This is an optimization exercise on Yosys and OpenROAD, whose aim is small area, not a production implementation.
At most, simulation tests tie the RTL to the original design; equivalence was not proved.
The RTL of runs 1 to 5 was laid out without a check of its function.
Power figures rest on the tool's default switching activity, not on a simulated workload.

[flow/config.mk]
export PLATFORM = sky130hd
export DESIGN_NAME = tx868_htv
export DESIGN_NICKNAME = tx868_htv
export VERILOG_FILES = /design/flow/design.v
export SDC_FILE = /design/flow/constraint.sdc
export NUM_CORES = 8
export LEC_CHECK = 0
export CAP_MARGIN = 20
export CORE_MARGIN = 2
export CORE_UTILIZATION = 65
export PLACE_DENSITY = 0.8
export SLEW_MARGIN = 20
[flow/constraint.sdc]
create_clock -name core_clock -period 70.0 [get_ports {clk}]
set_input_delay 14.0000 -clock core_clock [delete_from_list [all_inputs] [get_ports {clk}]]
set_output_delay 14.0000 -clock core_clock [all_outputs]
set_load 0.01 [all_outputs]
[flow/design.v]
module tx868_htv (
    input  wire         clk,
    input  wire         rst,
    input  wire [63:0]  now,
    input  wire         cmd_valid,
    output wire         cmd_ready,
    input  wire [103:0] cmd,
    output reg          line,
    output reg          busy,
    output wire         err_range
);
    assign cmd_ready = !busy;
    assign err_range = 1'b0;
    wire       accept = cmd_valid && !busy;
    wire [7:0] op     = cmd[103:96];
    wire       ld     = accept && (op == 8'h03);
    reg [95:0] r;
    reg        q0, q1, q2;
    reg [6:0]  ph;
    wire [4:0] pi = ph[4:0];
    function integer fbit(input integer i);
        fbit = (i == 0) ? 23 : (i == 1) ? 24 : (i <= 24) ? i - 2 : i;
    endfunction
    localparam [3:0] UNP = 4'd0, PRE = 4'd1, SHR = 4'd2, SHL = 4'd3,
                     RND = 4'd4, ADD = 4'd5, NEG = 4'd6, MUL = 4'd7,
                     ZER = 4'd8, DONE = 4'd9;
    reg [3:0] st;
    reg [1:0] stg;       
    reg [1:0] w;
    reg [8:0] E;
    reg       S, ST, C, G, B25, Bhi;
    wire win  = (ph[6:5] == w);
    wire t0   = (w == 2'd0);
    wire kbit = (stg == 2'd1) ? t0 && ((E == 9'd153) || (E == 9'd156) || (E == 9'd157))
                              : (E == 9'd183);
    wire frac = (stg == 2'd1) ? t0 && (E > 9'd153) : (E > 9'd183);
    wire q2m  = q2 && (pi >= 5'd2);
    wire p0   = (pi == 5'd0);
    reg  out, cin;
    always @* begin
        out = q0;
        cin = C;
        if (win) begin
            case (st)
                UNP:  out = (pi == 5'd25) ? 1'b1 :
                            ((pi < 5'd2) || (pi > 5'd25)) ? 1'b0 : q0;
                PRE, SHR: out = (pi == 5'd31) ? 1'b0 : r[95];
                SHL:  out = p0 ? 1'b0 : q1;
                RND:  begin
                    if (pi < 5'd2)       out = 1'b0;
                    else if (pi == 5'd2) out = q0 ^ (G & (C | q0));
                    else                 out = q0 ^ C;
                end
                ADD:  begin
                    cin = p0 ? (S & frac) : C;
                    out = q0 ^ kbit ^ cin;
                end
                NEG:  begin
                    cin = p0 ? !(ST && (stg != 2'd0)) : C;
                    out = !q0 ^ cin;
                end
                MUL:  begin
                    cin = p0 ? 1'b0 : C;
                    out = q0 ^ q2m ^ cin;
                end
                ZER:  out = 1'b0;
                default: ;
            endcase
        end
    end
    wire e_up = win && (((st == PRE || st == SHR || st == MUL) && p0) || (st == ADD));
    wire e_dn = win && (st == SHL) && p0;
    wire [9:0] et;
    wire [8:0] Ecnt;
    assign et[0] = e_up | e_dn;
    genvar ei;
    generate
        for (ei = 0; ei < 9; ei = ei + 1) begin : g_e
            assign Ecnt[ei]  = E[ei] ^ et[ei];
            assign et[ei+1]  = et[ei] & (E[ei] ^ e_dn);
        end
    endgenerate
    wire       trunc_lt = (E < 9'd216);
    wire       trunc_eq = (E == 9'd216);
    wire [3:0] tr_st    = trunc_lt ? SHR : !trunc_eq ? SHL : S ? NEG : DONE;
    reg  [3:0] nr_st;
    reg  [3:0] nx_st;
    reg  [1:0] nx_stg;
    always @* begin
        nx_stg = stg;
        if (Bhi)
            nr_st = SHR;
        else if (!B25)
            nr_st = (E[8:6] == 3'd0) ? ZER : SHL;
        else if (st != RND)
            nr_st = RND;
        else if (stg == 2'd1)
            nr_st = MUL;
        else if (stg == 2'd2)
            nr_st = ADD;
        else
            nr_st = tr_st;
        if (st == RND && !Bhi && B25 && stg[1])
            nx_stg = stg + 2'd1;
        case (st)
            UNP: begin
                nx_st  = (t0 && (E < 9'd132)) ? PRE : ADD;
                nx_stg = 2'd1;
            end
            PRE:  nx_st = (E < 9'd132) ? PRE : ADD;
            ADD:  nx_st = (S && C) ? ((stg == 2'd1) ? NEG : ZER) : nr_st;
            NEG:  nx_st = (stg == 2'd0) ? DONE : nr_st;
            SHR, SHL: nx_st = (stg == 2'd0) ? tr_st : nr_st;
            MUL:  begin
                nx_st = (stg == 2'd1) ? MUL : nr_st;
                if (stg == 2'd1)
                    nx_stg = 2'd2;
            end
            ZER:  nx_st = DONE;
            DONE: nx_st = (w == 2'd2) ? DONE : UNP;
            default: nx_st = nr_st;    
        endcase
    end
    always @(posedge clk) begin
        q0 <= r[95];
        q1 <= q0;
        q2 <= q1;
        r  <= {r[94:0], out};
        ph <= (ph == 7'd96) ? 7'd0 : ph + 7'd1;
        if (win) begin
            if (pi == 5'd25) begin
                B25 <= out;
                Bhi <= 1'b0;
            end else if (pi > 5'd25)
                Bhi <= Bhi | out;
            case (st)
                UNP: begin
                    if ((pi < 5'd2) || ((pi >= 5'd25) && (pi <= 5'd30)))
                        E <= {1'b0, q0, E[7:1]};
                    if (pi == 5'd31)
                        S <= q0;
                    ST <= 1'b0;
                end
                PRE, SHR: if (p0)
                    ST <= ST | q0;
                RND: begin
                    if (p0) begin
                        C  <= q0 | ST;
                        ST <= 1'b0;
                    end else if (pi == 5'd1)
                        G <= q0;
                    else if (pi == 5'd2)
                        C <= q0 & G & (C | q0);
                    else
                        C <= q0 & C;
                end
                ADD: begin
                    C <= ((q0 ^ S) & kbit) | ((q0 ^ S) & cin) | (kbit & cin);
                    if (p0)
                        ST <= ST | frac;
                end
                NEG: begin
                    C <= !q0 & cin;
                    S <= 1'b0;
                end
                MUL:
                    C <= (q0 & q2m) | (q0 & cin) | (q2m & cin);
                default: ;
            endcase
            if (st != UNP)
                E <= Ecnt;
        end
        if (ph == 7'd96) begin
            st  <= nx_st;
            stg <= nx_stg;
            if (st == DONE && w != 2'd2)
                w <= w + 2'd1;
        end
        if (ld) begin : load
            integer i, k;
            for (k = 0; k < 3; k = k + 1)
                for (i = 0; i < 32; i = i + 1)
                    r[95 - (32 * k + i)] <= cmd[95 - 32 * k - 31 + fbit(i)];
            ph <= 7'd96;
            st <= DONE;
            w  <= 2'd3;
        end
    end
    reg       f0;
    reg [7:0] f1;
    always @(posedge clk) begin
        if (accept && (op == 8'h01))
            f1 <= cmd[7:0];
        if (accept && (op == 8'h02) && (cmd[7:1] == 7'd0))
            f0 <= cmd[0];
    end
    reg [3:0]  bq, j;
    reg [63:0] D;
    reg        NZ;           
    reg        cb;           
    reg [3:0]  cnt;          
    reg        cpend, cacc;
    wire eof = (bq == 4'd15);
    wire ring_match = (ph[6:3] == {bq[2:1], 1'b0, bq[0]}) && (ph[2:0] == j[2:0]);
    wire col_match  = (ph[2:0] == j[2:0]) && !ph[4] && (ph[6:5] != 2'd3);
    wire five       = (j[2:0] == 3'd0) || (j[2:0] == 3'd2);
    wire f0bit      = f0 && (j[2:0] == 3'd0);
    reg bitval;
    always @* begin
        if (bq == 4'd3)       bitval = 1'b1;
        else if (bq == 4'd4)  bitval = 1'b0;
        else if (j[3])        bitval = 1'b1;
        else if (bq == 4'd5)  bitval = 1'b0;
        else if (bq == 4'd6)  bitval = f0bit;
        else if (bq == 4'd7)  bitval = f1[j[2:0]];
        else if (bq == 4'd14) bitval = cnt[0];
        else                  bitval = cb;
    end
    wire [64:0] gc;
    assign gc[0] = 1'b1;
    genvar gi;
    generate
        for (gi = 0; gi < 64; gi = gi + 1) begin : g_cmp
            assign gc[gi+1] = (now[gi] & ~D[gi]) | (now[gi] & gc[gi]) | (~D[gi] & gc[gi]);
        end
    endgenerate
    wire ge = !NZ || gc[64];
    reg [12:0] K;
    always @* begin
        if (!busy)
            K = 13'd600;
        else if (!line)
            K = eof ? 13'd4600 : bitval ? 13'd600 : 13'd1400;
        else
            K = (eof || bitval) ? 13'd1400 : 13'd600;
    end
    wire [64:0] ac;
    wire [63:0] Dn;
    assign ac[0] = 1'b0;
    generate
        for (gi = 0; gi < 64; gi = gi + 1) begin : g_add
            if (gi < 13) begin : g_lo
                assign Dn[gi]   = now[gi] ^ K[gi] ^ ac[gi];
                assign ac[gi+1] = (now[gi] & K[gi]) | (now[gi] & ac[gi]) | (K[gi] & ac[gi]);
            end else begin : g_hi
                assign Dn[gi]   = now[gi] ^ ac[gi];
                assign ac[gi+1] = now[gi] & ac[gi];
            end
        end
    endgenerate
    wire [3:0] nbq = (bq[3:1] == 3'd1 || bq == 4'd4 || j[3]) ? bq + 4'd1 : bq;
    wire [3:0] nj  = (bq[3:1] == 3'd1 || bq == 4'd4 || j[3]) ? 4'd0 : j + 4'd1;
    always @(posedge clk) begin
        if (ring_match)
            cb <= q0;
        if (ph == 7'd96) begin
            cacc  <= cpend;
            cpend <= 1'b0;
            if (cpend)
                cnt <= ((j[2:0] == 3'd0) ? 4'd0 : {1'b0, cnt[3:1]})
                       + {3'd0, f0bit} + {3'd0, f1[j[2:0]]} + {3'd0, five};
        end else if (cacc && col_match)
            cnt <= cnt + {3'd0, q0};
        if (rst) begin
            line <= 1'b0;
            busy <= 1'b0;
            NZ   <= 1'b0;
        end else if (busy) begin
            if (ge) begin
                D  <= Dn;
                NZ <= 1'b1;
                if (!line)
                    line <= 1'b1;
                else if (eof) begin
                    line <= 1'b0;
                    busy <= 1'b0;
                end else begin
                    line <= 1'b0;
                    bq   <= nbq;
                    j    <= nj;
                    if (nbq == 4'd14)
                        cpend <= 1'b1;
                end
            end
        end else if (accept) begin
            if (op == 8'h00)
                NZ <= 1'b0;
            if (op == 8'h04) begin
                busy <= 1'b1;
                bq   <= 4'd3;
                j    <= 4'd0;
                if (ge) begin
                    line <= 1'b1;
                    D    <= Dn;
                    NZ   <= 1'b1;
                end
            end
        end
    end
endmodule
[flow/flow/run.sh]
#!/bin/bash
set -e
export BUFFER_PORTS_ARGS="-buffer_cell sky130_fd_sc_hd__buf_1"
export CTS_ARGS="-sink_clustering_enable -repair_clock_nets -dont_use_dummy_load -buf_list {sky130_fd_sc_hd__clkbuf_8 sky130_fd_sc_hd__clkbuf_16} -sink_clustering_size 30 -sink_clustering_max_diameter 100"
bash standard.sh > standard.log 2>&1
[flow/standard.sh]
#!/bin/bash
# synth_recipe.tcl (not shown) runs the flow's synth.tcl, then flattens the netlist and writes it again
# the make line also repeats each setting of config.mk as NAME=value (left out here)
make -C /OpenROAD-flow-scripts/flow DESIGN_CONFIG=/design/flow/config.mk WORK_HOME=/design/flow/orfs CLKGATE_MAP_FILE= SYNTH_SCRIPT=/design/flow/synth_recipe.tcl "${@:-finish}"
==> run notes, run 1 <==
* WHS at 0.3627 ns
* Flop2flop setup slack at 55.58 ns
* Core Region at 17300 um2
* Fin. max-slew vios at 0
* DRC Markers at 0
* Slowest CP cell: fa_1
* Peak Freq at 38.81 MHz
* Setup TNS at 0 ns
* HPWL after DPL at 17040 um
* Worst Reg-to-Reg Cells at 75
* Crit path max fanout at 3
* Fraction of registers with async set/reset at 0%
* Deepest clock path buffer count at 3
* CTS clk-pin slew, worst paths at 0.09 ns
* Area of the mapped netlist at 11500 um2
* Crit path largest cell delay at 0.38 ns
* Die area at 18780 um2
* Pleak at 0.005047 uW
* Initial Utilization at 66.50%
* DRT Pass-1 Iters at 5
* Distinct cells, synth at 87
* R2r endpoint: D[63]$_DFFE_PP_
* Yosys reg bits at 220
* Final GP Congestion at 0.8965
* IO Pins at 175
* Prevailing post-synth register cell: dfxtp_1
* Die width at 137.0 um
* Total grt overflow at 0
* Hold path start: q1$_DFF_P_
* Row count at 48
* Yosys warnings at 1
* Startpoint Class: primary input
* Reg2reg start: bq[0]$_SDFFCE_PN1P_
* Clk Latency, worst-skew pair at 0.48 ns
* Seq/Total Area, Yosys at 47.34%
* Routed via count at 8153
* TritonCTS clock tree: yes
* Remaining antenna violation count at 0
* Commonest non-fill, non-tap cell in the layout: buf_1
* Number of global-route vias before repair at 7965
* Commonest non-fill, non-tap cells in the layout: 173 x buf_1, 116 x dfxtp_1, 104 x edfxtp_1
* Synth top area share at 27.15%
* Die Y at 137.0 um
* Largest net degree at the start of global routing at 71
* Hold Path Sink: q2$_DFF_P_
* Rel. slew slack at 23.61%
* Antenna violations before repair at 0
* GRT Overall Usage at 24.03%
* RSZ-0062 raised after global routing: no
* Status: finished clean
* Final setup fails at 0
* Post_cts resized at 0
* Peak supply drop at 0.00002494 V
* Layout cells sized above 1 at 12.20%
* Avg Vias per Cell at 5.733
* Initial DRC count at 509
* Final worst path period need at 25.77 ns
* Total Routed Length at 22810 um
* CTS H-tree lvls at 1
* Clock root buffer: clkbuf_16
* Area contributors post-synth: edfxtp_1 27%, dfxtp_1 20%, mux2_2 9.4%
* Yosys top cell by area: edfxtp_1
* Setup crit end kind: flip-flop
* Mapped Cells at 1055
* Clock skew at 0.04798 ns
* Worst-Margin Slew at 1.117 ns
* Max Cap Viol at 0
* Layout Nets at 1452
* CTS Hold Bufs at 0
* Post-synth net total at 1308
* Num CTS Buffers at 12
* EDFF count, synth at 104
* Most used cell, CP: ha_1
* Final hold violation count at 0
* Mean post-synth cell area at 10.90 um2
* Setup Buffers After CTS at 0
* Worst EP arrival at 25.99 ns
* WP data required at 70.22 ns
* Power Density at 25.90 nW/um2
* First-pass GRT wire length at 36550 um
* Period utilization at 36.81%
* Clock Sinks at 220
* Antenna cells at 0
* Syn-to-layout area delta at 9.083%
* WHS Path Cells at 0
* PortBufs at 173
* Wire per inst at 16.04 um
* HP Class: flip-flop to flip-flop
* Crit path kind: primary input to flip-flop
[worst max-delay path by stage]
stage,endpoint,slack (ns),cells past startpoint,start
after floorplan,D[63]$_DFFE_PP_,44.50,68,now[4]
after global placement,D[63]$_DFFE_PP_,43.94,69,now[3]
after detailed placement,D[63]$_DFFE_PP_,43.72,69,now[3]
after CTS,D[63]$_DFFE_PP_,44.20,69,now[3]
after global routing,D[63]$_DFFE_PP_,43.53,69,now[3]
final,D[63]$_DFFE_PP_,44.23,69,now[3]
[metal layers]
metal	track usage [%]	part of all wire, %	vias to the layer above
met2	41.96	49	243
met5	0	0	-
met1	29.89	42	3817
met4	7.159	2.7	0
li1	-	-	4042
met3	5.148	5.9	51
[cells by family after synthesis]
kind of cell,share of synthesized area (%)
simple gates,12.65
flops,47.34
compound gates,10.07
buf+inv,5.145
mux,10.49
fa+ha+maj,11.23
xor+xnor,3.046
other cells,0.03260
[worst max-delay path: cells and delay by family]
family	cells	cell delay, ns
fa+ha+maj	59	11.37
xor+xnor	1	0.13
buf+inv	9	0.57
[Yosys cell counts (all sizes together) (4+ instances only)]
cell,n
xor2,17
a2111oi,7
nand2,72
or3,9
inv,91
and3,6
nor2,60
and2,5
nor2b,25
clkbuf,31
o21ai,39
nand3,19
maj3,20
a21oi,34
mux2,96
o221ai,4
or2,8
a21boi,4
a31oi,7
dfxtp,116
buf,17
o22ai,14
edfxtp,104
a211oi,9
fa,8
xnor2,23
a22oi,6
mux2i,8
ha,74
nor4,9
nor3,14
a221oi,5
nand2b,21
[where the power goes]
group          switching, uW  total, uW  internal, uW
logic                   44.2       80.6          36.4
registers               20.4        175           155
clock network           38.1       69.0          30.9
[final cells by class]
class | instances | area, um2
multi-input combinational | 694 | 5484
sequential | 220 | 5445
fill | 1315 | 4750
timing repair buffer | 178 | 686.9
inverter | 93 | 349.1
clock buffer | 12 | 300.3
tap | 225 | 281.5
[flip-flops by register name (all words and copies together) (netlist names), 2 cells and up]
signal	flops
E	9
stg	2
j	4
ph	7
bq	4
st	4
w	2
cnt	4
r	96
D	64
f1	8
[metrics by stage]
stage          util, %  area (um2)  std cells  setup WS, ns  total power (uW)
3_3_place_gp     70.78       12240       1410         43.94             254.0
6_report         72.54       12550       1422         44.23             325.0
5_1_grt          72.54       12550       1422         43.53             343.6
3_5_place_dp     70.78       12240       1410         43.72             257.0
4_1_cts          72.51       12540       1422         44.20             325.4
2_1_floorplan        -       11500       1055         44.50             239.3
==> run 2, diff against run 1 <==
==> flow/flow/run.sh (replaced) <==
#!/bin/bash
set -e
export BUFFER_PORTS_ARGS="-buffer_cell sky130_fd_sc_hd__buf_1"
export CTS_ARGS="-sink_clustering_enable -repair_clock_nets -dont_use_dummy_load -buf_list {sky130_fd_sc_hd__clkbuf_8} -sink_clustering_size 20 -sink_clustering_max_diameter 60"
bash standard.sh > standard.log 2>&1
==> run 2 against run 1 <==
Against the previous run: count of clock-buffer cells in the layout rose by 5; area after synthesis unchanged; via count hardly changed; combinational power about the same; hold slack lost 0.034 ns; highest routed layer unchanged.
==> run notes, run 2 <==
* Peak Freq at 38.86 MHz (+0.13%)
* Die Y at 137.0 um (unchanged)
* R2r endpoint: D[63]$_DFFE_PP_
* Num CTS Buffers at 17 (+5)
* Area contributors post-synth: edfxtp_1 27%, dfxtp_1 20%, mux2_2 9.4%
* Die width at 137.0 um (unchanged)
* Wire per inst at 16.01 um (-0.20%)
* DRT Pass-1 Iters at 5 (unchanged)
* Crit path kind: primary input to flip-flop
* Top reg by flops: r
* CTS clk-pin slew, worst paths at 0.10 ns (about the same)
* Core Region at 17300 um2 (unchanged)
* Total Routed Length at 22840 um (+0.15%)
* Period utilization at 36.76% (-0.046 points)
* Layout fillers at 1333 (+1.4%)
* HPWL after DPL at 17040 um (unchanged)
* PortBufs at 173 (unchanged)
* DRC Markers at 0 (unchanged)
* Clock skew at 0.04801 ns (+0.00003150 ns)
* EDFF count, synth at 104 (unchanged)
* Fraction of registers with async set/reset at 0% (unchanged)
* Stages on worst setup path at 69 (unchanged)
* Antenna violations before repair at 0 (unchanged)
* Worst setup startpoint: now[3]
* Placed insts at 1410 (unchanged)
* Syn-to-layout area delta at 8.506%
* CTS Hold Bufs at 0 (unchanged)
* Layout cells sized above 1 at 12.56% (+0.37 points)
* Status: finished clean
* Deepest clock path buffer count at 3 (unchanged)
* Most used cell, CP: ha_1
* Reg2reg start: bq[0]$_SDFFCE_PN1P_
* Crit path largest cell delay at 0.38 ns (about the same)
* Final GP Congestion at 0.8965 (unchanged)
* Max reg flops at 96 (unchanged)
* Final hold violation count at 0 (unchanged)
* Commonest non-fill, non-tap cell in the layout: buf_1
* Number of global-route vias before repair at 7940 (-0.31%)
* Setup TNS at 0 ns (unchanged)
* Layout Nets at 1457 (+0.34%)
* Internal power at 213.4 uW (-4.0%)
* Antenna cells at 0 (unchanged)
* Distinct cells, synth at 87 (unchanged)
* Busiest layer in global routing: met2
* Initial DRC count at 526 (+3.3%)
* Rel. slew slack at 35.12% (+12 points)
* Routed via count at 8154 (+0.012%)
* Slowest CP cell: fa_1
* Max Cap Viol at 0 (unchanged)
* Clock Sinks at 220 (unchanged)
* CP Buf/Inv Count at 9 (unchanged)
* Post_cts resized at 0 (unchanged)
* Avg Vias per Cell at 5.714 (-0.34%)
* Die area at 18780 um2 (unchanged)
* Pleak at 0.005022 uW (-0.51%)
* GRT Overall Usage at 23.95% (-0.078 points)
* Startpoint Class: primary input
* Non-Filler Instances at 1427 (+0.35%)
* Peak supply drop at 0.00002509 V (+0.63%)
* Setup Buffers After CTS at 0 (unchanged)
* Largest net degree at the start of global routing at 71 (unchanged)
* IO Pins at 175 (unchanged)
* Clock root buffer: clkbuf_8
* Power Density at 25.34 nW/um2 (-2.2%)
* Met1 Resource Use GR at 29.95% (+0.056 points)
* Commonest non-fill, non-tap cells in the layout: 173 x buf_1, 116 x dfxtp_1, 104 x edfxtp_1
* HP Class: flip-flop to flip-flop
* Switching power total at 102.8 uW (about the same)
* Synth top area share at 27.15% (unchanged)
* Prevailing post-synth register cell: dfxtp_1
* Top Registers: r: 96 flops, D: 64 flops, E: 9 flops
* Grt met2 use at 41.24% (-0.72 points)
* Mean post-synth cell area at 10.90 um2 (unchanged)
* Yosys warnings at 1 (unchanged)
* Clock share of power at 19.1% (-2.1 points)
* Yosys reg bits at 220 (unchanged)
* Worst-Margin Slew at 0.9487 ns (-0.1682 ns)
* Yosys top cell by area: edfxtp_1
* Final setup fails at 0 (unchanged)
* Worst Reg-to-Reg Cells at 75 (unchanged)
* Area of the mapped netlist at 11500 um2 (unchanged)
* Comb pwr share at 25.5% (+0.7 points)
* Remaining antenna violation count at 0 (unchanged)
* WP data required at 70.25 ns (+0.03 ns)
* Synth top cells by count: 116 x dfxtp_1, 104 x edfxtp_1, 96 x mux2_2, 91 x inv_1, 74 x ha_1
* Row count at 48 (unchanged)
* Setup crit end kind: flip-flop
* Crit path max fanout at 3 (unchanged)
* Total grt overflow at 0 (unchanged)
* Flop pwr share at 55.4% (+1.4 points)
* Most frequent cell after synthesis: dfxtp_1
* GR Layer Usage met3 at 5.333% (+0.19 points)
* Post-synth net total at 1308 (unchanged)
* Final worst path period need at 25.73 ns (-0.03220 ns)
* Seq/Total Area, Yosys at 47.34% (unchanged)
* Flop2flop setup slack at 55.58 ns (about the same)
* CTS H-tree lvls at 1 (unchanged)
* TritonCTS clock tree: yes
* Initial Utilization at 66.50% (unchanged)
* First-pass GRT wire length at 36450 um (-0.28%)
* Critical Path End: D[63]$_DFFE_PP_
* Mapped Cells at 1055 (unchanged)
* Worst EP arrival at 25.98 ns (about the same)
* Fin. max-slew vios at 0 (unchanged)
* RSZ-0062 raised after global routing: no
* Largest delay share family, worst path: adder cells
* Clk Latency, worst-skew pair at 0.51 ns (+0.03 ns)
* Sw Share at 32.52% (+0.91 points)
run 2: cell counts after synthesis:
Identical to the previous run, type by type.
run 2: stage by stage:
step	cell area [um2]	utilization (%)	power (uW)	hold WS (ns)	setup WS (ns)
after floorplan	11500	-	239.3	0.3308	44.50
after global placement	12240	70.78	254.0	0.3394	43.94
after detailed placement	12240	70.78	257.0	0.3466	43.72
after CTS	12480	72.13	316.2	0.3314	44.24
after global routing	12480	72.16	334.5	0.3288	43.55
final	12480	72.16	316.2	0.3288	44.27
run 2: logic make-up after synthesis:
| family | count (synthesis) | share of synthesized area [%] |
|---|---|---|
| multiplexers | 106 | 10.49 |
| XOR/XNOR | 40 | 3.046 |
| adder cells (fa/ha/maj) | 102 | 11.23 |
| buffers and inverters | 141 | 5.145 |
| flip-flops | 220 | 47.34 |
| other | 1 | 0.03260 |
| AND/OR/NAND/NOR | 274 | 12.65 |
| AO/OA/AOI/OAI | 171 | 10.07 |
run 2: worst min-delay path by stage:
stage                     slack, ns          start  depth (start not counted)         end
final                          0.33     q1$_DFF_P_                          0  q2$_DFF_P_
after global routing           0.33     q1$_DFF_P_                          0  q2$_DFF_P_
after global placement         0.34  r[95]$_DFF_P_                          0  q0$_DFF_P_
after detailed placement       0.35  r[95]$_DFF_P_                          0  q0$_DFF_P_
after floorplan                0.33  r[95]$_DFF_P_                          0  q0$_DFF_P_
after CTS                      0.33     q1$_DFF_P_                          0  q2$_DFF_P_
run 2: power groups by stage:
stage	logic [uW]	clock network (uW)	registers [uW]
2_1_floorplan	77.2	0	162
3_3_place_gp	77.0	0	177
3_5_place_dp	79.4	0	178
4_1_cts	79.9	61.6	175
5_1_grt	90.8	65.6	178
6_report	80.5	60.4	175
run 2: area by class of cell:
cell class              count  area (um2)  area share [%]
clock buffers              17       234.0           1.875
flip-flops and latches    220        5445           43.63
inverters                  93       349.1           2.797
repair buffers            178       686.9           5.504
multi-input cells         694        5484           43.94
well taps                 225       281.5           2.256
run 2: metal layers:
metal / routed length (um) / share of wire [%]
met1: 9580 / 42
met2: 11230 / 49
met3: 1431 / 6.3
met4: 600 / 2.6
met5: 0 / 0
==> run 3, diff against run 2 <==
==> flow/flow/run.sh (replaced) <==
#!/bin/bash
set -e
export BUFFER_PORTS_ARGS="-buffer_cell sky130_fd_sc_hd__buf_1"
export CTS_ARGS="-sink_clustering_enable -repair_clock_nets -dont_use_dummy_load -buf_list {sky130_fd_sc_hd__clkbuf_16} -sink_clustering_size 30 -sink_clustering_max_diameter 100"
bash standard.sh > standard.log 2>&1
--- a/flow/config.mk
+++ b/flow/config.mk
@@ -6,4 +6,5 @@
 export NUM_CORES = 8
 export LEC_CHECK = 0
+export ABC_AREA = 1
 export CAP_MARGIN = 20
 export CORE_MARGIN = 2
==> run 3 against run 2 <==
Against the previous run: still clean; synthesized cell count up 29%; hold slack better by 0.028 ns; final cell count up 23%; flip-flop and latch count unchanged; clock skew down 0.011 ns; final area down 0.52%.
==> run notes, run 3 <==
* Total Routed Length at 22470 um (-1.6%)
* Clk Latency, worst-skew pair at 0.48 ns (-0.03 ns)
* Top Registers: r: 96 flops, D: 64 flops, E: 9 flops
* Setup crit end kind: flip-flop
* Synth top area share at 27.75% (+0.60 points)
* Final GP Congestion at 0.9299 (+3.7%)
* Adder-Cell Fraction of Synth Area at 9.652% (-1.6 points)
* Avg Vias per Cell at 5.142 (-10%)
* Commonest non-fill, non-tap cells in the layout: 441 x nand2_1, 241 x inv_1, 173 x buf_1
* Deepest clock path buffer count at 3 (unchanged)
* Layout Nets at 1781 (+22%)
* WHS at 0.3569 ns (+0.02817 ns)
* Area contributors post-synth: edfxtp_1 28%, dfxtp_1 21%, nand2_1 15%
* Final worst path period need at 25.84 ns (+0.1090 ns)
* CTS clk-pin slew, worst paths at 0.11 ns (about the same)
* Status: finished clean
* Die area at 18380 um2 (-2.1%)
* CTS Hold Bufs at 0 (unchanged)
* IO Pins at 175 (unchanged)
* Total grt overflow at 0 (unchanged)
* Mux share of post-synthesis cell area at 0% (-10 points)
* Remaining antenna violation count at 0 (unchanged)
* Antenna cells at 0 (unchanged)
* Post-synth net total at 1618 (+24%)
* Worst-Margin Slew at 0.9883 ns (+0.03962 ns)
* Yosys warnings at 1 (unchanged)
* RSZ-0062 raised after global routing: no
* HP Class: flip-flop to flip-flop
* First-pass GRT wire length at 37390 um (+2.6%)
* Seq/Total Area, Yosys at 48.39% (+1.1 points)
* Clock root buffer: clkbuf_16
* Pleak at 0.005952 uW (+19%)
* Yosys reg bits at 220 (unchanged)
* Post_cts resized at 0 (unchanged)
* Crit path largest cell delay at 0.38 ns (about the same)
* Commonest non-fill, non-tap cell in the layout: nand2_1
* Most frequent cell after synthesis: nand2_1
* DRT Pass-1 Iters at 5 (unchanged)
* Synth top cells by count: 442 x nand2_1, 242 x inv_1, 116 x dfxtp_1, 104 x edfxtp_1, 74 x ha_1
* Peak supply drop at 0.00001839 V (-27%)
* Number of global-route vias before repair at 8406 (+5.9%)
* CTS H-tree lvls at 1 (unchanged)
* Die Y at 135.6 um (-1.1%)
* Initial Utilization at 65.74% (-0.76 points)
* Slowest CP cell: fa_1
* Die width at 135.6 um (-1.1%)
* Crit path max fanout at 3 (unchanged)
* Rel. slew slack at 34.11% (-1.0 points)
* Row count at 48 (unchanged)
* Power Density at 20.92 nW/um2 (-17%)
* Layout fillers at 1418 (+6.4%)
* Final hold violation count at 0 (unchanged)
* Most used cell, CP: ha_1
* Compound-gate portion of the synthesized area at 10.75% (+0.68 points)
* Xor/xnor share of the synthesized area at 1.946% (-1.1 points)
* Core Region at 17120 um2 (-1.0%)
* Final setup fails at 0 (unchanged)
* Clock skew at 0.03680 ns (-0.01121 ns)
* Period utilization at 36.92% (+0.16 points)
* Top reg by flops: r
* Mapped Cells at 1365 (+29%)
* Setup Buffers After CTS at 0 (unchanged)
* Fraction of registers with async set/reset at 0% (unchanged)
* Peak Freq at 38.70 MHz (-0.42%)
* TritonCTS clock tree: yes
* Yosys top cell by area: edfxtp_1
* Multi-input gate area at 4782 um2 (-13%)
* PortBufs at 173 (unchanged)
* Num CTS Buffers at 12 (-5)
* Distinct cells, synth at 40 (-54%)
* Max Cap Viol at 0 (unchanged)
* Wire per inst at 12.83 um (-20%)
* EDFF count, synth at 104 (unchanged)
* Prevailing post-synth register cell: dfxtp_1
* DRC Markers at 0 (unchanged)
* FF/Latch Area at 5445 um2 (unchanged)
* Routed via count at 9004 (+10%)
* HPWL after DPL at 17010 um (-0.18%)
* Startpoint Class: primary input
* Antenna violations before repair at 0 (unchanged)
* WP data required at 70.21 ns (-0.04 ns)
* Area of the mapped netlist at 11250 um2 (-2.2%)
* Largest net degree at the start of global routing at 107 (+51%)
* Max reg flops at 96 (unchanged)
* Largest family of logic cells by synthesized area: simple AND/OR/NAND/NOR gates
* GRT Overall Usage at 24.63% (+0.68 points)
* Flop2flop setup slack at 55.57 ns (about the same)
* Crit path kind: primary input to flip-flop
* Layout cells sized above 1 at 1.573% (-11 points)
* Fin. max-slew vios at 0 (unchanged)
* Synth Area in Simple Gates at 19.98% (+7.3 points)
* Clock Sinks at 220 (unchanged)
* Mean post-synth cell area at 8.243 um2 (-24%)
* Syn-to-layout area delta at 10.34%
* Worst EP arrival at 26.06 ns (+0.08 ns)
* Setup TNS at 0 ns (unchanged)
* Initial DRC count at 552 (+4.9%)
==> run 3: cell type report <==
type                       instances  area share, %
inverter                         247          7.467
tap                              225          2.267
clock buffer                      12          2.419
timing repair buffer             177          5.472
multi-input combinational        870          38.52
sequential                       220          43.86
==> run 3: worst max-delay path: cells and delay by family <==
family,cells,cell delay (ns)
adder cells (fa/ha/maj),59,11.42
buffers and inverters,9,0.52
XOR/XNOR,1,0.14
==> run 3: power breakdown <==
part	internal (uW)	switching [uW]	total [uW]	leakage, uW
sequential	143	7.18	150	0.00189
combinational	15.1	24.8	39.9	0.00392
clock	30.9	38.5	69.4	0.000148
total	189	70.4	260	0.00595
==> run 3: path summary, 6_finish.rpt <==
path | start | to | cells after the start
max | now[4] | D[63]$_DFFE_PP_ | 69
min | r[95]$_DFF_P_ | q0$_DFF_P_ | 0
max reg2reg | j[0]$_SDFFCE_PP0P_ | D[63]$_DFFE_PP_ | 77
min reg2reg | r[95]$_DFF_P_ | q0$_DFF_P_ | 0
==> run 3: logic make-up (layout without fill, tap and decap cells) <==
kind of cell,Yosys count,in the layout
and+or+nand+nor,572,572
other,1,1
DFF,220,220
adders and majority gates,82,82
AOI/OAI and AO/OA,190,190
xor gates and xnor gates,25,25
buffers and inverters,275,436
==> run 3: routing by layer <==
layer  global-route usage, %  up-vias  part of all wire (%)
li1                        -     4713                     -
met1                   33.15     4017                    45
met2                   41.05      238                    46
met3                   5.200       36                   7.0
met4                   5.845        0                   2.0
met5                       0        -                     0
==> run 3: stage by stage <==
step | cells | setup slack, ns | util, % | power, uW | cell area [um2]
3_3_place_gp | 1739 | 43.81 | 70.78 | 191.1 | 12120
6_report | 1751 | 44.16 | 72.54 | 259.7 | 12420
2_1_floorplan | 1365 | 44.50 | - | 179.8 | 11250
5_1_grt | 1751 | 43.49 | 72.54 | 273.0 | 12420
3_5_place_dp | 1739 | 43.67 | 70.78 | 192.7 | 12120
4_1_cts | 1751 | 44.09 | 72.54 | 261.2 | 12420
==> run 4, diff against run 3 <==
--- a/flow/design.v
+++ b/flow/design.v
@@ -24,5 +24,5 @@
     localparam [3:0] UNP = 4'd0, PRE = 4'd1, SHR = 4'd2, SHL = 4'd3,
                      RND = 4'd4, ADD = 4'd5, NEG = 4'd6, MUL = 4'd7,
-                     ZER = 4'd8, DONE = 4'd9;
+                     DONE = 4'd8;
     reg [3:0] st;
     reg [1:0] stg;       
@@ -37,4 +37,5 @@
     wire q2m  = q2 && (pi >= 5'd2);
     wire p0   = (pi == 5'd0);
+    wire qu   = q0 ^ !ph[0];
     reg  out, cin;
     always @* begin
@@ -44,5 +45,5 @@
             case (st)
                 UNP:  out = (pi == 5'd25) ? 1'b1 :
-                            ((pi < 5'd2) || (pi > 5'd25)) ? 1'b0 : q0;
+                            ((pi < 5'd2) || (pi > 5'd25)) ? 1'b0 : qu;
                 PRE, SHR: out = (pi == 5'd31) ? 1'b0 : r[95];
                 SHL:  out = p0 ? 1'b0 : q1;
@@ -64,5 +65,4 @@
                     out = q0 ^ q2m ^ cin;
                 end
-                ZER:  out = 1'b0;
                 default: ;
             endcase
@@ -85,12 +85,13 @@
     wire [3:0] tr_st    = trunc_lt ? SHR : !trunc_eq ? SHL : S ? NEG : DONE;
     reg  [3:0] nr_st;
+    reg  [1:0] nr_stg;
     reg  [3:0] nx_st;
     reg  [1:0] nx_stg;
     always @* begin
-        nx_stg = stg;
+        nr_stg = stg;
         if (Bhi)
             nr_st = SHR;
         else if (!B25)
-            nr_st = (E[8:6] == 3'd0) ? ZER : SHL;
+            nr_st = (E[8:6] == 3'd0) ? SHR : SHL;
         else if (st != RND)
             nr_st = RND;
@@ -102,5 +103,9 @@
             nr_st = tr_st;
         if (st == RND && !Bhi && B25 && stg[1])
-            nx_stg = stg + 2'd1;
+            nr_stg = stg + 2'd1;
+        if (!Bhi && !B25 && (E[8:6] == 3'd0))
+            nr_stg = 2'd0;
+        nx_st  = nr_st;
+        nx_stg = nr_stg;
         case (st)
             UNP: begin
@@ -108,16 +113,25 @@
                 nx_stg = 2'd1;
             end
-            PRE:  nx_st = (E < 9'd132) ? PRE : ADD;
-            ADD:  nx_st = (S && C) ? ((stg == 2'd1) ? NEG : ZER) : nr_st;
-            NEG:  nx_st = (stg == 2'd0) ? DONE : nr_st;
-            SHR, SHL: nx_st = (stg == 2'd0) ? tr_st : nr_st;
-            MUL:  begin
-                nx_st = (stg == 2'd1) ? MUL : nr_st;
-                if (stg == 2'd1)
-                    nx_stg = 2'd2;
-            end
-            ZER:  nx_st = DONE;
-            DONE: nx_st = (w == 2'd2) ? DONE : UNP;
-            default: nx_st = nr_st;    
+            PRE: begin
+                nx_st  = (E < 9'd132) ? PRE : ADD;
+                nx_stg = stg;
+            end
+            ADD: if (S && C) begin
+                nx_st  = NEG;
+                nx_stg = stg;
+            end
+            NEG, SHR, SHL: if (stg == 2'd0) begin
+                nx_st  = (st == NEG) ? DONE : tr_st;
+                nx_stg = stg;
+            end
+            MUL: if (stg == 2'd1) begin
+                nx_st  = MUL;
+                nx_stg = 2'd2;
+            end
+            DONE: begin
+                nx_st  = (w == 2'd2) ? DONE : UNP;
+                nx_stg = stg;
+            end
+            default: ;   
         endcase
     end
@@ -126,5 +140,5 @@
         q1 <= q0;
         q2 <= q1;
-        r  <= {r[94:0], out};
+        r  <= ~{r[94:0], out};
         ph <= (ph == 7'd96) ? 7'd0 : ph + 7'd1;
         if (win) begin
@@ -137,7 +151,7 @@
                 UNP: begin
                     if ((pi < 5'd2) || ((pi >= 5'd25) && (pi <= 5'd30)))
-                        E <= {1'b0, q0, E[7:1]};
+                        E <= {1'b0, qu, E[7:1]};
                     if (pi == 5'd31)
-                        S <= q0;
+                        S <= qu;
                     ST <= 1'b0;
                 end
@@ -181,5 +195,5 @@
             for (k = 0; k < 3; k = k + 1)
                 for (i = 0; i < 32; i = i + 1)
-                    r[95 - (32 * k + i)] <= cmd[95 - 32 * k - 31 + fbit(i)];
+                    r[95 - (32 * k + i)] <= ~cmd[95 - 32 * k - 31 + fbit(i)];
             ph <= 7'd96;
             st <= DONE;
==> run 4 against run 3 <==
Against the previous run: sequential share of layout area increased by 0.41 points; synthesized cell count decreased by 14%; power increased by 1.8%; first-iteration DRC count decreased by 2.7%; final area decreased by 0.93%; highest routed layer unchanged; still clean on timing, DRC and antenna; critical endpoint unchanged; count of clock-buffer cells in the layout decreased by 1; setup slack got worse by 0.17 ns; die area decreased by 0.95%; routed wire length decreased by 2.9%; hold slack got worse by 0.0069 ns.
==> run notes, run 4 <==
* Clock root buffer: clkbuf_16
* Yosys warnings at 1 (unchanged)
* HPWL after DPL at 16580 um (-2.6%)
* Avg Vias per Cell at 5.334 (+3.7%)
* Clock share of power at 25.1% (-1.6 points)
* Post-synth net total at 1432 (-11%)
* Area contributors post-synth: edfxtp_1 28%, dfxtp_1 21%, mux2i_1 8.5%
* Synth top cells by count: 244 x inv_1, 161 x nand2_1, 116 x dfxtp_1, 104 x edfxtp_1, 95 x mux2i_1
* WP data required at 70.23 ns (+0.02 ns)
* Core Region at 16640 um2 (-2.8%)
* Distinct cells, synth at 43 (+7.5%)
* Die Y at 134.9 um (-0.48%)
* Area of the mapped netlist at 11140 um2 (-0.98%)
* Total Routed Length at 21830 um (-2.9%)
* Max Cap Viol at 0 (unchanged)
* Deepest clock path buffer count at 3 (unchanged)
* Setup Buffers After CTS at 0 (unchanged)
* DRC Markers at 0 (unchanged)
* Power Density at 21.49 nW/um2 (+2.8%)
* Clock skew at 0.04573 ns (+0.008932 ns)
* Final setup fails at 0 (unchanged)
* Row count at 47 (-2.1%)
* Synth top area share at 28.03% (+0.27 points)
* Worst-Margin Slew at 1.107 ns (+0.1189 ns)
* Final worst path period need at 26.01 ns (+0.1710 ns)
* Most frequent cell after synthesis: inv_1
* Number of global-route vias before repair at 8214 (-2.3%)
* Syn-to-layout area delta at 10.40% (about the same)
* Setup crit end kind: flip-flop
* Most used cell, CP: ha_1
* Worst Reg-to-Reg Cells at 74 (-3.9%)
* Clk Latency, worst-skew pair at 0.47 ns (about the same)
* Clock Sinks at 220 (unchanged)
* Comb pwr share at 16.9% (+1.5 points)
* Prevailing post-synth register cell: dfxtp_1
* CTS Hold Bufs at 0 (unchanged)
* HP Class: flip-flop to flip-flop
* Slowest CP cell: fa_1
* CTS clk-pin slew, worst paths at 0.11 ns (about the same)
* Top reg by flops: r
* Setup TNS at 0 ns (unchanged)
* Crit path kind: primary input to flip-flop
* Pleak at 0.006149 uW (+3.3%)
* EDFF count, synth at 104 (unchanged)
* PortBufs at 173 (unchanged)
* Status: finished clean
* Reg2reg start: j[0]$_SDFFCE_PP0P_
* Yosys reg bits at 220 (unchanged)
* Yosys top cell by area: edfxtp_1
* Initial Utilization at 66.95% (+1.2 points)
* Sw Share at 28.05% (+0.93 points)
* Antenna violations before repair at 0 (unchanged)
* WHS at 0.3500 ns (-0.006944 ns)
* Die width at 134.9 um (-0.48%)
* Num CTS Buffers at 11 (-1)
* Startpoint Class: primary input
* Flop pwr share at 58.0% (about the same)
* TritonCTS clock tree: yes
* Wire per inst at 13.96 um (+8.8%)
* Fraction of registers with async set/reset at 0% (unchanged)
* Mean post-synth cell area at 9.458 um2 (+15%)
* Total grt overflow at 0 (unchanged)
* Layout cells sized above 1 at 1.711% (+0.14 points)
* R2r endpoint: D[63]$_DFFE_PP_
* Initial DRC count at 537 (-2.7%)
* Die area at 18200 um2 (-0.95%)
* Largest net degree at the start of global routing at 66 (-38%)
* Layout Nets at 1600 (-10%)
* Commonest non-fill, non-tap cells in the layout: 244 x inv_1, 173 x buf_1, 160 x nand2_1
* Top Registers: r: 96 flops, D: 64 flops, E: 9 flops
* Worst EP arrival at 26.25 ns (+0.19 ns)
* RSZ-0062 raised after global routing: no
* Flop2flop setup slack at 55.59 ns (+0.02 ns)
* Final GP Congestion at 0.9569 (+2.9%)
* Mapped Cells at 1178 (-14%)
* Routed via count at 8342 (-7.4%)
* Peak supply drop at 0.00002755 V (+50%)
* Placed insts at 1553 (-11%)
* Multi-input gate area at 4691 um2 (-1.9%)
* Fin. max-slew vios at 0 (unchanged)
* FF/Latch Area at 5445 um2 (unchanged)
* Max reg flops at 96 (unchanged)
* Hold Path Sink: r[66]$_DFF_P_
* Layout fillers at 1250 (-12%)
* Seq/Total Area, Yosys at 48.87% (+0.48 points)
* Hold path start: r[65]$_DFF_P_
* CTS H-tree lvls at 1 (unchanged)
* Final hold violation count at 0 (unchanged)
* Non-Filler Instances at 1564 (-11%)
* Crit path max fanout at 3 (unchanged)
* Period utilization at 37.16% (+0.24 points)
* Layout Utilization at 73.91% (+1.4 points)
* Post_cts resized at 0 (unchanged)
* Tot Pwr at 264.4 uW (+1.8%)
* WHS Path Cells at 1 (+1)
* Commonest non-fill, non-tap cell in the layout: inv_1
* Antenna cells at 0 (unchanged)
* Rel. slew slack at 25.84% (-8.3 points)
* First-pass GRT wire length at 36280 um (-3.0%)
* Peak Freq at 38.44 MHz (-0.66%)
* IO Pins at 175 (unchanged)
* DRT Pass-1 Iters at 7 (+2)
* Crit path largest cell delay at 0.42 ns (+0.04 ns)
* Internal power at 190.2 uW (+0.51%)
* Switching power total at 74.16 uW (+5.3%)
* GRT Overall Usage at 24.12% (-0.51 points)
* Remaining antenna violation count at 0 (unchanged)
==> run 4: changes by cell type after synthesis, sizes merged, moves of 4 or more <==
cell / change
mux2i: +95
nand3: -6
clkbuf: -7
nor2: +6
o21ai: -4
nand2: -282
nand4: +8
==> run 4: layer usage <==
layer / vias up / track usage, % / part of all wire (%) / routed length (um)
met5: - / 0 / 0 / 0
met4: 0 / 5.497 / 1.8 / 401
met3: 33 / 3.604 / 7.0 / 1529
met2: 290 / 43.15 / 48 / 10430
met1: 3759 / 30.98 / 43 / 9474
li1: 4260 / - / - / -
==> run 4: critical path: cells and delay by family <==
kind / cells / cell delay [ns]
adder cells (fa/ha/maj): 59 / 11.59
buffers and inverters: 9 / 0.52
XOR/XNOR: 1 / 0.14
==> run 4: metrics by stage <==
step | area, um2 | setup slack (ns)
final | 12300 | 43.99
after global placement | 12030 | 43.77
after global routing | 12300 | 43.39
after floorplan | 11140 | 44.50
after detailed placement | 12030 | 43.49
after CTS | 12300 | 43.91
==> run 4: kinds of logic (layout without fill, tap and decap cells) <==
kind of cell / Yosys count / in the layout / synth area share, %
and+or+nand+nor: 301 / 301 / 11.18
buffers and inverters: 271 / 437 / 9.163
DFF: 220 / 220 / 48.87
AOI/OAI and AO/OA: 182 / 182 / 10.39
muxes: 95 / 95 / 8.535
adders and majority gates: 83 / 83 / 9.860
xor gates and xnor gates: 25 / 25 / 1.965
other: 1 / 1 / 0.03366
==> run 4: power by group through the flow <==
| stage | Combinational [uW] | Sequential (uW) | Clock (uW) |
|---|---|---|---|
| after global routing | 51.3 | 155 | 71.5 |
| after global placement | 42.5 | 156 | 0 |
| after floorplan | 33.7 | 152 | 0 |
| final | 44.8 | 153 | 66.3 |
| after detailed placement | 44.1 | 156 | 0 |
| after CTS | 44.5 | 153 | 68.0 |
==> run 4: area by class of cell <==
| type | count | share of cell area, % |
|---|---|---|
| sequential | 220 | 44.27 |
| tap | 220 | 2.238 |
| clock buffer | 11 | 2.238 |
| timing repair buffer | 177 | 5.523 |
| inverter | 249 | 7.598 |
| multi-input combinational | 687 | 38.13 |
==> run 4: worst max path at each step <==
| stage | depth (start not counted) | endpoint | slack [ns] | from |
|---|---|---|---|---|
| 3_3_place_gp | 69 | D[63]$_DFFE_PP_ | 43.77 | now[4] |
| 6_report | 69 | D[63]$_DFFE_PP_ | 43.99 | now[4] |
| 2_1_floorplan | 68 | D[63]$_DFFE_PP_ | 44.50 | now[4] |
| 5_1_grt | 69 | D[63]$_DFFE_PP_ | 43.39 | now[4] |
| 3_5_place_dp | 69 | D[63]$_DFFE_PP_ | 43.49 | now[4] |
| 4_1_cts | 69 | D[63]$_DFFE_PP_ | 43.91 | now[4] |
==> run 5, diff against run 4 <==
==> flow/flow/run.sh (replaced) <==
#!/bin/bash
set -e
export BUFFER_PORTS_ARGS="-buffer_cell sky130_fd_sc_hd__buf_1"
export CTS_ARGS="-sink_clustering_enable -repair_clock_nets -dont_use_dummy_load -buf_list {sky130_fd_sc_hd__clkbuf_8} -sink_clustering_size 20 -sink_clustering_max_diameter 60"
bash standard.sh > standard.log 2>&1
==> run 5 against run 4 <==
Against the previous run: still clean on timing, DRC and antenna; critical path depth unchanged; flip-flop and latch count unchanged; fmax increased by 0.32%; area after synthesis did not move; routed wire length decreased by 1.1%; combinational power about the same; first-iteration DRC count down 3.4%; synthesized cell count unchanged; count of clock-buffer cells in the layout increased by 6; critical path type unchanged.
==> run notes, run 5 <==
* Status: finished clean
* Distinct cells, synth at 43 (unchanged)
* Total Routed Length at 21600 um (-1.1%)
* GR Layer Usage met3 at 4.129% (+0.53 points)
* Core Region at 16640 um2 (unchanged)
* Clock Sinks at 220 (unchanged)
* Met1 Resource Use GR at 31.11% (+0.13 points)
* Final hold violation count at 0 (unchanged)
* Layout Utilization at 73.66% (-0.25 points)
* WHS Path Cells at 0 (-1)
* Pleak at 0.006136 uW (-0.22%)
* Area contributors post-synth: edfxtp_1 28%, dfxtp_1 21%, mux2i_1 8.5%
* Busiest layer in global routing: met2
* PortBufs at 173 (unchanged)
* Comb pwr share at 17.3% (+0.4 points)
* Prevailing post-synth register cell: dfxtp_1
* HPWL after DPL at 16580 um (unchanged)
* RSZ-0062 raised after global routing: no
* Antenna cells at 0 (unchanged)
* Area of the mapped netlist at 11140 um2 (unchanged)
* Fin. max-slew vios at 0 (unchanged)
* Synth top cells by count: 244 x inv_1, 161 x nand2_1, 116 x dfxtp_1, 104 x edfxtp_1, 95 x mux2i_1
* Commonest non-fill, non-tap cells in the layout: 244 x inv_1, 173 x buf_1, 160 x nand2_1
* Peak supply drop at 0.00002088 V (-24%)
* Remaining antenna violation count at 0 (unchanged)
* Startpoint Class: primary input
* Internal power at 183.7 uW (-3.4%)
* R2r endpoint: D[63]$_DFFE_PP_
* Crit path kind: primary input to flip-flop
* Flop pwr share at 59.4% (+1.4 points)
* Number of global-route vias before repair at 8179 (-0.43%)
* EDFF count, synth at 104 (unchanged)
* DRC Markers at 0 (unchanged)
* Yosys reg bits at 220 (unchanged)
* Final GP Congestion at 0.9569 (unchanged)
* HP Class: flip-flop to flip-flop
* Initial Utilization at 66.95% (unchanged)
* Seq/Total Area, Yosys at 48.87% (unchanged)
* Final setup fails at 0 (unchanged)
* Die Y at 134.9 um (unchanged)
* Setup WS post-layout at 44.07 ns (+0.08350 ns)
* Top Registers: r: 96 flops, D: 64 flops, E: 9 flops
* Pre-CTS WS at 43.49 ns (unchanged)
* Layout Nets at 1606 (+0.38%)
* Layout fillers at 1257 (+0.56%)
* Hold path start: r[95]$_DFF_P_
* CTS clk-pin slew, worst paths at 0.08 ns (-0.03 ns)
* Period utilization at 37.04% (-0.12 points)
* Commonest non-fill, non-tap cell in the layout: inv_1
* Clock skew at 0.04679 ns (+0.001062 ns)
* GRT Overall Usage at 23.92% (-0.21 points)
* Multi-input gate area at 4691 um2 (unchanged)
* Hold Path Sink: q0$_DFF_P_
* WP data required at 70.25 ns (+0.02 ns)
* Total grt overflow at 0 (unchanged)
* Initial DRC count at 519 (-3.4%)
* Setup TNS at 0 ns (unchanged)
* Largest net degree at the start of global routing at 66 (unchanged)
* Synth top area share at 28.03% (unchanged)
* Switching power total at 74.37 uW (+0.28%)
* Antenna violations before repair at 0 (unchanged)
* IO Pins at 175 (unchanged)
* Die area at 18200 um2 (unchanged)
* Deepest clock path buffer count at 3 (unchanged)
* CTS H-tree lvls at 1 (unchanged)
* Flop2flop setup slack at 55.63 ns (+0.04 ns)
* Largest family of logic cells by synthesized area: simple AND/OR/NAND/NOR gates
* Syn-to-layout area delta at 10.03%
* Synth Area in Simple Gates at 11.18% (unchanged)
* Setup crit end kind: flip-flop
* Crit path largest cell delay at 0.42 ns (about the same)
* Sw Share at 28.82% (+0.77 points)
* Worst-Margin Slew at 1.103 ns (-0.003933 ns)
* Max Cap Viol at 0 (unchanged)
* Die width at 134.9 um (unchanged)
* Mean post-synth cell area at 9.458 um2 (unchanged)
* Mux share of post-synthesis cell area at 8.535% (unchanged)
* Avg Vias per Cell at 5.294 (-0.75%)
* Yosys top cell by area: edfxtp_1
* Compound-gate portion of the synthesized area at 10.39% (unchanged)
* Most used cell, CP: ha_1
* Routed via count at 8311 (-0.37%)
* Clock share of power at 23.3% (-1.8 points)
* Fraction of registers with async set/reset at 0% (unchanged)
* First-pass GRT wire length at 35970 um (-0.86%)
* Wire per inst at 13.76 um (-1.4%)
* CTS Hold Bufs at 0 (unchanged)
* Worst Reg-to-Reg Cells at 74 (unchanged)
* Final worst path period need at 25.93 ns (-0.08350 ns)
* FF/Latch Area at 5445 um2 (unchanged)
* Reg2reg start: j[0]$_SDFFCE_PP0P_
* Post-synth net total at 1432 (unchanged)
* DRT Pass-1 Iters at 6 (-1)
* Yosys warnings at 1 (unchanged)
* TritonCTS clock tree: yes
* Power Density at 21.05 nW/um2 (-2.1%)
* Peak Freq at 38.56 MHz (+0.32%)
* Xor/xnor share of the synthesized area at 1.965% (unchanged)
* Worst EP arrival at 26.18 ns (-0.07 ns)
* Tot Pwr at 258.1 uW (-2.4%)
* Layout cells sized above 1 at 2.148% (+0.44 points)
* Crit path max fanout at 3 (unchanged)
* Num CTS Buffers at 17 (+6)
* Row count at 47 (unchanged)
* Post_cts resized at 0 (unchanged)
* Slowest CP cell: fa_1
* Most frequent cell after synthesis: inv_1
* Mapped Cells at 1178 (unchanged)
* Max reg flops at 96 (unchanged)
* Setup Buffers After CTS at 0 (unchanged)
* Rel. slew slack at 26.10% (+0.26 points)
* Clock root buffer: clkbuf_8
* Grt met2 use at 41.46% (-1.7 points)
* Clk Latency, worst-skew pair at 0.51 ns (+0.04 ns)
* Adder-Cell Fraction of Synth Area at 9.860% (unchanged)
* Top reg by flops: r
## run 5: cell counts after synthesis
No cell type changed its count.
## run 5: through the flow
stage	hold slack (ns)	instances	cell area [um2]
floorplan	0.3232	1178	11140
finish	0.3601	1570	12260
CTS	0.3626	1570	12260
detailed placement	0.3448	1553	12030
global placement	0.3423	1553	12030
global route	0.3698	1570	12260
## run 5: metal layers
metal,vias up,wire [um]
li1,4280,-
met1,3729,9602
met2,265,10140
met3,37,1467
met4,0,388
met5,-,0
## run 5: cells by family after synthesis
kind of cell | count (synthesis)
AOI/OAI and AO/OA | 182
adders and majority gates | 83
muxes | 95
other | 1
DFF | 220
xor gates and xnor gates | 25
and+or+nand+nor | 301
buffers and inverters | 271
## run 5: cell type report
cell class	instances	area share, %
flip-flops and latches	220	44.42
clock buffers	17	1.909
inverters	249	7.624
well taps	220	2.245
repair buffers	177	5.542
multi-input cells	687	38.26
## run 5: how the worst max path moves through the flow
stage               cells after the start         endpoint   start  slack [ns]
detailed placement                     69  D[63]$_DFFE_PP_  now[4]       43.49
global placement                       69  D[63]$_DFFE_PP_  now[4]       43.77
global route                           69  D[63]$_DFFE_PP_  now[4]       43.47
CTS                                    69  D[63]$_DFFE_PP_  now[4]       43.99
finish                                 69  D[63]$_DFFE_PP_  now[4]       44.07
floorplan                              68  D[63]$_DFFE_PP_  now[4]       44.50
## run 5: power groups by stage
stage / registers [uW] / logic (uW) / clock network (uW)
CTS: 153 / 44.4 / 61.7
detailed placement: 156 / 44.1 / 0
global route: 155 / 51.0 / 66.4
global placement: 156 / 42.5 / 0
finish: 153 / 44.6 / 60.2
floorplan: 152 / 33.7 / 0
## run 5: worst max-delay path, delay by kind of cell
kind | cells | cell delay (ns)
fa+ha+maj | 59 | 11.49
buf+inv | 9 | 0.52
xor+xnor | 1 | 0.14
==> run 6, diff against run 5 <==
--- a/flow/design.v
+++ b/flow/design.v
@@ -236,5 +236,5 @@
     generate
         for (gi = 0; gi < 64; gi = gi + 1) begin : g_cmp
-            assign gc[gi+1] = (now[gi] & ~D[gi]) | (now[gi] & gc[gi]) | (~D[gi] & gc[gi]);
+            assign gc[gi+1] = (now[gi] ^ D[gi]) ? now[gi] : gc[gi];
         end
     endgenerate
==> run 6 against run 5 <==
Against the previous run: routed wire length grew 1.4%; combinational power is 12% lower; critical path depth down 4; power decreased by 2.4%; synthesized cell count is 0.42% lower; clock power about the same; still clean on timing, DRC and antenna; non-clock buffer count shrank 1; highest routed layer unchanged; setup slack better by 0.22 ns; flip-flop and latch count did not move; clock skew rose by 0.015 ns; register-to-register slack improved by 0.21 ns; critical path type unchanged; count of clock-buffer cells in the layout is the same; critical endpoint unchanged.
==> run notes, run 6 <==
* Status: finished clean
* Final hold violation count at 0 (unchanged)
* Area contributors post-synth: edfxtp_1 28%, dfxtp_1 21%, mux2i_1 8.6%
* CP Buf/Inv Count at 5 (-4)
* TritonCTS clock tree: yes
* Mux share of post-synthesis cell area at 8.572% (+0.038 points)
* Setup TNS at 0 ns (unchanged)
* Antenna cells at 0 (unchanged)
* DRC Markers at 0 (unchanged)
* Worst Reg-to-Reg Cells at 72 (-2.7%)
* WHS Path Cells at 1 (+1)
* RSZ-0062 raised after global routing: no
* Power Density at 20.61 nW/um2 (-2.1%)
* First-pass GRT wire length at 36420 um (+1.2%)
* Peak supply drop at 0.00001860 V (-11%)
* CTS H-tree lvls at 1 (unchanged)
* Routed via count at 8342 (+0.37%)
* WL met2 at 10780 um (+6.3%)
* PortBufs at 173 (unchanged)
* Flop2flop setup slack at 55.84 ns (+0.21 ns)
* Yosys top cell by area: edfxtp_1
* Mean post-synth cell area at 9.457 um2 (about the same)
* Die width at 134.6 um (-0.21%)
* Core Region at 16640 um2 (unchanged)
* Remaining antenna violation count at 0 (unchanged)
* Synth top area share at 28.15% (+0.12 points)
* Largest family of logic cells by synthesized area: simple AND/OR/NAND/NOR gates
* Hold Path Sink: r[36]$_DFF_P_
* Final GP Congestion at 0.9180 (-4.1%)
* Adder-Cell Fraction of Synth Area at 9.790% (-0.069 points)
* Multi-input gate area at 4686 um2 (-0.11%)
* CTS Hold Bufs at 0 (unchanged)
* CTS clk-pin slew, worst paths at 0.12 ns (+0.04 ns)
* Synth Area in Simple Gates at 12.02% (+0.84 points)
* Setup Buffers After CTS at 0 (unchanged)
* Mapped Cells at 1173 (-0.42%)
* FF/Latch Area at 5445 um2 (unchanged)
* Layout Nets at 1600 (-0.37%)
* Startpoint Class: primary input
* Setup WS post-layout at 44.29 ns (+0.2171 ns)
* Number of global-route vias before repair at 8242 (+0.77%)
* Rel. slew slack at 39.46% (+13 points)
* Most frequent cell after synthesis: inv_1
* Initial DRC count at 514 (-0.96%)
* Seq/Total Area, Yosys at 49.09% (+0.21 points)
* EDFF count, synth at 104 (unchanged)
* IO Pins at 175 (unchanged)
* Clock root buffer: clkbuf_8
* Pre-CTS WS at 43.72 ns (+0.2296 ns)
* Most used cell, CP: ha_1
* Setup crit end kind: flip-flop
* Slowest CP cell: fa_1
* Hold path start: r[35]$_DFF_P_
* Commonest non-fill, non-tap cell in the layout: inv_1
* Num CTS Buffers at 17 (unchanged)
* Initial Utilization at 66.66% (-0.29 points)
* Max Used Layer: met4
* Prevailing post-synth register cell: dfxtp_1
* Met3 wire length at 1378 um (-6.1%)
* Crit path max fanout at 3 (unchanged)
* Area of the mapped netlist at 11090 um2 (-0.44%)
* Total grt overflow at 0 (unchanged)
* Total Routed Length at 21910 um (+1.4%)
* Row count at 47 (unchanged)
* Final worst path period need at 25.71 ns (-0.2171 ns)
* Layout Utilization at 73.41% (-0.26 points)
* Wire per inst at 14.00 um (+1.7%)
* Fraction of registers with async set/reset at 0% (unchanged)
* Die Y at 134.6 um (-0.21%)
* Reg2reg start: j[0]$_SDFFCE_PP0P_
* Crit path largest cell delay at 0.37 ns (-0.05 ns)
* Largest delay share family, worst path: adder cells
* Commonest non-fill, non-tap cells in the layout: 237 x inv_1, 173 x buf_1, 166 x nand2_1
* Peak Freq at 38.89 MHz (+0.84%)
* Yosys warnings at 1 (unchanged)
* Pleak at 0.006157 uW (+0.36%)
* GRT Overall Usage at 24.34% (+0.43 points)
* Layout fillers at 1268 (+0.88%)
* Max Cap Viol at 0 (unchanged)
* Antenna violations before repair at 0 (unchanged)
* Post-synth net total at 1426 (-0.42%)
* HP Class: flip-flop to flip-flop
* Largest net degree at the start of global routing at 65 (-1.5%)
* Syn-to-layout area delta at 10.13% (about the same)
* Deepest clock path buffer count at 3 (unchanged)
* DRT Pass-1 Iters at 7 (+1)
* Clock skew at 0.06161 ns (+0.01481 ns)
* Clock Sinks at 220 (unchanged)
* Top Registers: r: 96 flops, D: 64 flops, E: 9 flops
* Fin. max-slew vios at 0 (unchanged)
* Post_cts resized at 0 (unchanged)
* Compound-gate portion of the synthesized area at 9.926% (-0.46 points)
* Worst-Margin Slew at 0.9081 ns (-0.1952 ns)
* Worst setup startpoint: now[4]
* Worst EP arrival at 25.98 ns (-0.20 ns)
* Layout cells sized above 1 at 2.379% (+0.23 points)
* Avg Vias per Cell at 5.330 (+0.69%)
* Crit path kind: primary input to flip-flop
* Distinct cells, synth at 48 (+12%)
* M1 WL at 9165 um (-4.6%)
* Top reg by flops: r
* Yosys reg bits at 220 (unchanged)
* Xor/xnor share of the synthesized area at 1.658% (-0.31 points)
* Period utilization at 36.73% (-0.31 points)
* Clk Latency, worst-skew pair at 0.52 ns (about the same)
* Die area at 18130 um2 (-0.42%)
* R2r endpoint: D[63]$_DFFE_PP_
* Synth top cells by count: 237 x inv_1, 167 x nand2_1, 116 x dfxtp_1, 104 x edfxtp_1, 95 x mux2i_1
* WP data required at 70.27 ns (+0.02 ns)
* Final setup fails at 0 (unchanged)
* Max reg flops at 96 (unchanged)
* HPWL after DPL at 16710 um (+0.79%)
## run 6: cell types whose count changed after synthesis, moves of 6 or more
cell	delta
xor2_1	-6
a21oi_1	-9
nor2_1	+7
inv_1	-7
nand2_1	+6
## run 6: area by class of cell
class / instances / area share, %
inverter: 241 / 7.405
sequential: 220 / 44.57
clock buffer: 17 / 1.915
tap: 220 / 2.253
timing repair buffer: 176 / 5.500
multi-input combinational: 691 / 38.36
## run 6: cells by family after synthesis
kind of cell,Yosys count
AOI/OAI and AO/OA,172
and+or+nand+nor,320
buffers and inverters,262
muxes,95
xor gates and xnor gates,21
other,1
DFF,220
adders and majority gates,82
## run 6: how the worst max path moves through the flow
stage                                 end  slack [ns]  cells past startpoint
after floorplan           D[63]$_DFFE_PP_       44.61                     64
after global placement    D[63]$_DFFE_PP_       44.00                     65
after detailed placement  D[63]$_DFFE_PP_       43.72                     65
after CTS                 D[63]$_DFFE_PP_       44.19                     65
after global routing      D[63]$_DFFE_PP_       43.72                     65
final                     D[63]$_DFFE_PP_       44.29                     65
## run 6: layer usage
metal  vias up  global-route usage, %
met3        51                  4.992
met5         -                      0
met4         0                  6.550
li1       4252                      -
met1      3794                  29.48
met2       245                  44.11
## run 6: power breakdown
group / internal, uW / leakage (uW) / switching [uW] / total, uW
Sequential: 144 / 0.00195 / 7.97 / 152
Combinational: 15.2 / 0.00409 / 24.2 / 39.4
Clock: 22.0 / 0.000122 / 38.4 / 60.4
Total: 181 / 0.00616 / 70.6 / 252
## run 6: metrics by stage
step | total power (uW) | hold WS, ns | cells | area [um2]
after CTS | 252.5 | 0.3833 | 1565 | 12210
final | 251.8 | 0.3825 | 1565 | 12220
after detailed placement | 193.5 | 0.3683 | 1548 | 11970
after global placement | 191.6 | 0.3603 | 1548 | 11970
after global routing | 264.2 | 0.3832 | 1565 | 12220
after floorplan | 179.5 | 0.3312 | 1173 | 11090

==> re-timing with driven ports <==
The results above use ideal ports. As a check the final layouts listed here were re-extracted and re-timed, cells and wires unchanged.
Step 1 (the two cells are an assumption about what drives the block):
set clk [get_ports {clk}]
set_driving_cell -lib_cell sky130_fd_sc_hd__clkbuf_16 $clk
set_driving_cell -lib_cell sky130_fd_sc_hd__buf_2 [delete_from_list [all_inputs] $clk]
Step 2 adds t to the input delays and takes it off the output delays; t is the mean of the earliest and latest rising clock arrival at the registers after step 1. Input paths then give back, and output paths get back, about the clock's delay inside the block.
a / b / c = ideal ports / drivers / drivers and shift; a / b = the first two.
run	t, ns	setup slack, ns	clock arrival spread, ns	worst slew at a driven data input, ns	cell pins on the clock port's net
run 1	0.498	44.234 / 44.260 / 43.762	0.049 / 0.049	0.06	1
run 2	0.532	44.266 / 44.287 / 43.756	0.049 / 0.049	0.06	1
run 3	0.504	44.157 / 44.180 / 43.676	0.037 / 0.037	0.07	1
run 4	0.495	43.986 / 44.009 / 43.515	0.059 / 0.059	0.05	1
run 5	0.530	44.069 / 44.090 / 43.561	0.049 / 0.049	0.05	1
run 6	0.532	44.286 / 44.299 / 43.767	0.062 / 0.062	0.06	1
After both steps setup and hold are still met in every run listed. For run 6, which loses most, drivers alone change the setup slack by +0.013 ns; drivers and shift together by -0.519 ns.
